Context: an optimization exercise on an open-source flow, tuned for small area, a short achievable clock period and few clock cycles. The choices shown serve that exercise and are no tape-out recipe.
Function was checked by simulation only, so behaviour that the tests miss may differ from the original.

== garnet ==
## rrr_codec
module rrr_codec (
    input  wire        clk,
    input  wire        rst,       
    input  wire        start,
    input  wire [1:0]  op,        
    input  wire [63:0] arg0,
    input  wire [63:0] arg1,
    output wire        ready,
    output reg         done,
    output reg         fault,     
    output reg  [63:0] finfo,     
    output reg  [63:0] res0,
    output reg  [63:0] res1
);
Settings: LEC_CHECK=0, CAP_MARGIN=20, CORE_MARGIN=2, CORE_UTILIZATION=40, PLACE_DENSITY=0.6, SLEW_MARGIN=20; clock period 10.0 ns.
run.sh (not shown) runs the stock make flow with config.mk's settings and CLKGATE_MAP_FILE= SYNTH_SCRIPT=/design/flow/synth_recipe.tcl, a recipe that flattens the netlist after the stock synthesis.
garnet ran in full, but the layout does not pass; the checks complain about negative setup slack.
Testbench counts of garnet, summed over its fixed seeds: cycles 1,860,225.
Relative to garnet, the following input files were edited for fjord:
--- a/flow/design.v
+++ b/flow/design.v
@@ -27,44 +27,47 @@
     localparam [3:0] S_DFIX  = 4'd8;    
     reg [3:0]  state;
     reg [3:0]  ret;       
     reg [1:0]  op_q;
     reg [63:0] a0_q;
     reg [63:0] a1_q;
     reg [5:0]  bn;
     reg [5:0]  bk;        
     reg [5:0]  bi;
     reg [59:0] v;
     reg [5:0]  mul;
     reg [5:0]  dvs;
-    reg [71:0] p;         
+    reg [59:0] p;         
     reg [59:0] q;         
     reg [5:0]  rem;
     reg [6:0]  cnt;
     reg [62:0] blk;       
     reg [5:0]  n;         
     reg [5:0]  kk;        
     reg [5:0]  pos;       
     reg [59:0] acc;       
     assign ready = (state == S_IDLE);
+    wire [5:0]  mop  = (state == S_BIN) ? (bn - bk + bi) :
+                       (state == S_ENC) ? (blk[0] ? kk : (n - 6'd1 - kk)) : mul;
+    wire [65:0] prod = {6'd0, v} * {60'd0, mop};
     reg [6:0]  rtrial;
     reg [5:0]  rnext;
-    reg [7:0]  qbits;
+    reg [3:0]  qbits;
     integer    st;
     always @* begin
         rnext = rem;
-        for (st = 0; st < 8; st = st + 1) begin
-            rtrial = {rnext, p[71 - st]};
-            qbits[7 - st] = (rtrial >= {1'b0, dvs});
-            rtrial = qbits[7 - st] ? (rtrial - {1'b0, dvs}) : rtrial;
+        for (st = 0; st < 4; st = st + 1) begin
+            rtrial = {rnext, p[59 - st]};
+            qbits[3 - st] = (rtrial >= {1'b0, dvs});
+            rtrial = qbits[3 - st] ? (rtrial - {1'b0, dvs}) : rtrial;
             rnext = rtrial[5:0];
         end
     end
     reg [5:0] clsz;
     always @* begin
         case (a0_q[5:0])
             6'd0:  clsz = 6'd1;   6'd1:  clsz = 6'd6;   6'd2:  clsz = 6'd11;  6'd3:  clsz = 6'd16;
             6'd4:  clsz = 6'd20;  6'd5:  clsz = 6'd23;  6'd6:  clsz = 6'd27;  6'd7:  clsz = 6'd30;
             6'd8:  clsz = 6'd32;  6'd9:  clsz = 6'd35;  6'd10: clsz = 6'd37;  6'd11: clsz = 6'd40;
             6'd12: clsz = 6'd42;  6'd13: clsz = 6'd44;  6'd14: clsz = 6'd46;  6'd15: clsz = 6'd47;
             6'd16: clsz = 6'd49;  6'd17: clsz = 6'd50;  6'd18: clsz = 6'd52;  6'd19: clsz = 6'd53;
             6'd20: clsz = 6'd54;  6'd21: clsz = 6'd55;  6'd22: clsz = 6'd56;  6'd23: clsz = 6'd57;
@@ -166,29 +169,30 @@
                                 state <= S_IDLE;
                             end else begin
                                 kk    <= a0_q[5:0];
                                 state <= S_BIN;
                             end
                         end
                     endcase
                 end
                 S_BIN: begin
                     if (bi > bk || v == 60'd0) begin
                         state <= S_BDONE;
                     end else begin
-                        mul   <= bn - bk + bi;
+                        {rem, p} <= prod;
+                        cnt   <= 7'd15;
                         dvs   <= bi;
                         bi    <= bi + 6'd1;
                         ret   <= S_BIN;
-                        state <= S_MUL;
+                        state <= S_DIV;
                     end
                 end
                 S_BDONE: begin
                     case (op_q)
                         OP_BINOM: begin
                             res0  <= {4'd0, v};
                             done  <= 1'b1;
                             state <= S_IDLE;
                         end
                         OP_ENCODE: begin
                             state <= S_ENC;
                         end
@@ -206,55 +210,55 @@
                                 n     <= 6'd63;
                                 pos   <= 6'd0;
                                 acc   <= a1_q[59:0];
                                 mul   <= 6'd63 - kk;
                                 dvs   <= 6'd63;
                                 ret   <= S_DEC;
                                 state <= S_MUL;
                             end
                         end
                     endcase
                 end
                 S_MUL: begin
-                    p     <= {12'd0, v} * {66'd0, mul};
-                    rem   <= 6'd0;
-                    cnt   <= 7'd9;
+                    {rem, p} <= prod;
+                    cnt   <= 7'd15;
                     state <= S_DIV;
                 end
                 S_DIV: begin
                     rem <= rnext;
-                    q   <= {q[51:0], qbits};
-                    p   <= {p[63:0], 8'd0};
+                    q   <= {q[55:0], qbits};
+                    p   <= {p[55:0], 4'd0};
                     cnt <= cnt - 7'd1;
                     if (cnt == 7'd1) begin
-                        v     <= {q[51:0], qbits};
+                        v     <= {q[55:0], qbits};
                         state <= ret;
                     end
                 end
                 S_ENC: begin
                     if (blk[0]) begin
                         acc <= acc + v;
                         kk  <= kk - 6'd1;
                     end
                     blk <= blk >> 1;
                     n   <= n - 6'd1;
                     if (n == 6'd1) begin
                         res1  <= {4'd0, (blk[0] ? acc + v : acc)};
                         done  <= 1'b1;
                         state <= S_IDLE;
                     end else begin
-                        mul   <= blk[0] ? kk : (n - 6'd1 - kk);
+                        {rem, p} <= prod;
+                        cnt   <= 7'd15;
                         dvs   <= n - 6'd1;
                         ret   <= S_ENC;
-                        state <= S_MUL;
+                        state <= S_DIV;
                     end
                 end
                 S_DEC: begin
                     if (kk > 6'd1) begin
                         if (acc >= v) begin
                             blk[pos] <= 1'b1;
                             acc      <= acc - v;
                             kk       <= kk - 6'd1;
                             mul      <= kk;
                         end else begin
                             mul      <= n - 6'd1 - kk;
                         end
### Flow results
Every stage of the flow completed for fjord, and the final layout passed the timing, DRC and antenna checks. met1 routing resource usage after global routing in fjord is 1.2 points above garnet. Going from garnet to fjord, the final critical path time including I/O delays and setup was found to have gone down by 4640 ps. Layout buffer count excluding clock buffers was higher in garnet than in fjord. Arrival time reported for the critical path endpoint sits lower in fjord than in garnet. Vias: fjord fewer than garnet.
Testbench counts of fjord, summed over its fixed seeds: cycles 2,763,047.

-- afterwards: timing with drivers on the ports --
How much do the figures lean on ideal ports? The routed layouts below were timed once more, with nothing changed but the port constraints. Step 1: set_driving_cell puts a clkbuf_16 on clk and a buf_2 on each other input, an assumption about the parent block. Step 2 times the ports against the registers' clock, not the clock port: input delays grow and output delays shrink by t, the midpoint of the rising clock arrivals with the driver on. Three values: ideal, step 1, step 2; two values: the first two.
run | shift t [ns] | slack for setup (ns) | pins driven straight from the clock port
garnet | 0.779 | -3.832 / -3.832 / -3.832 | 1
fjord | 0.791 | 0.808 / 0.808 / 0.808 | 1
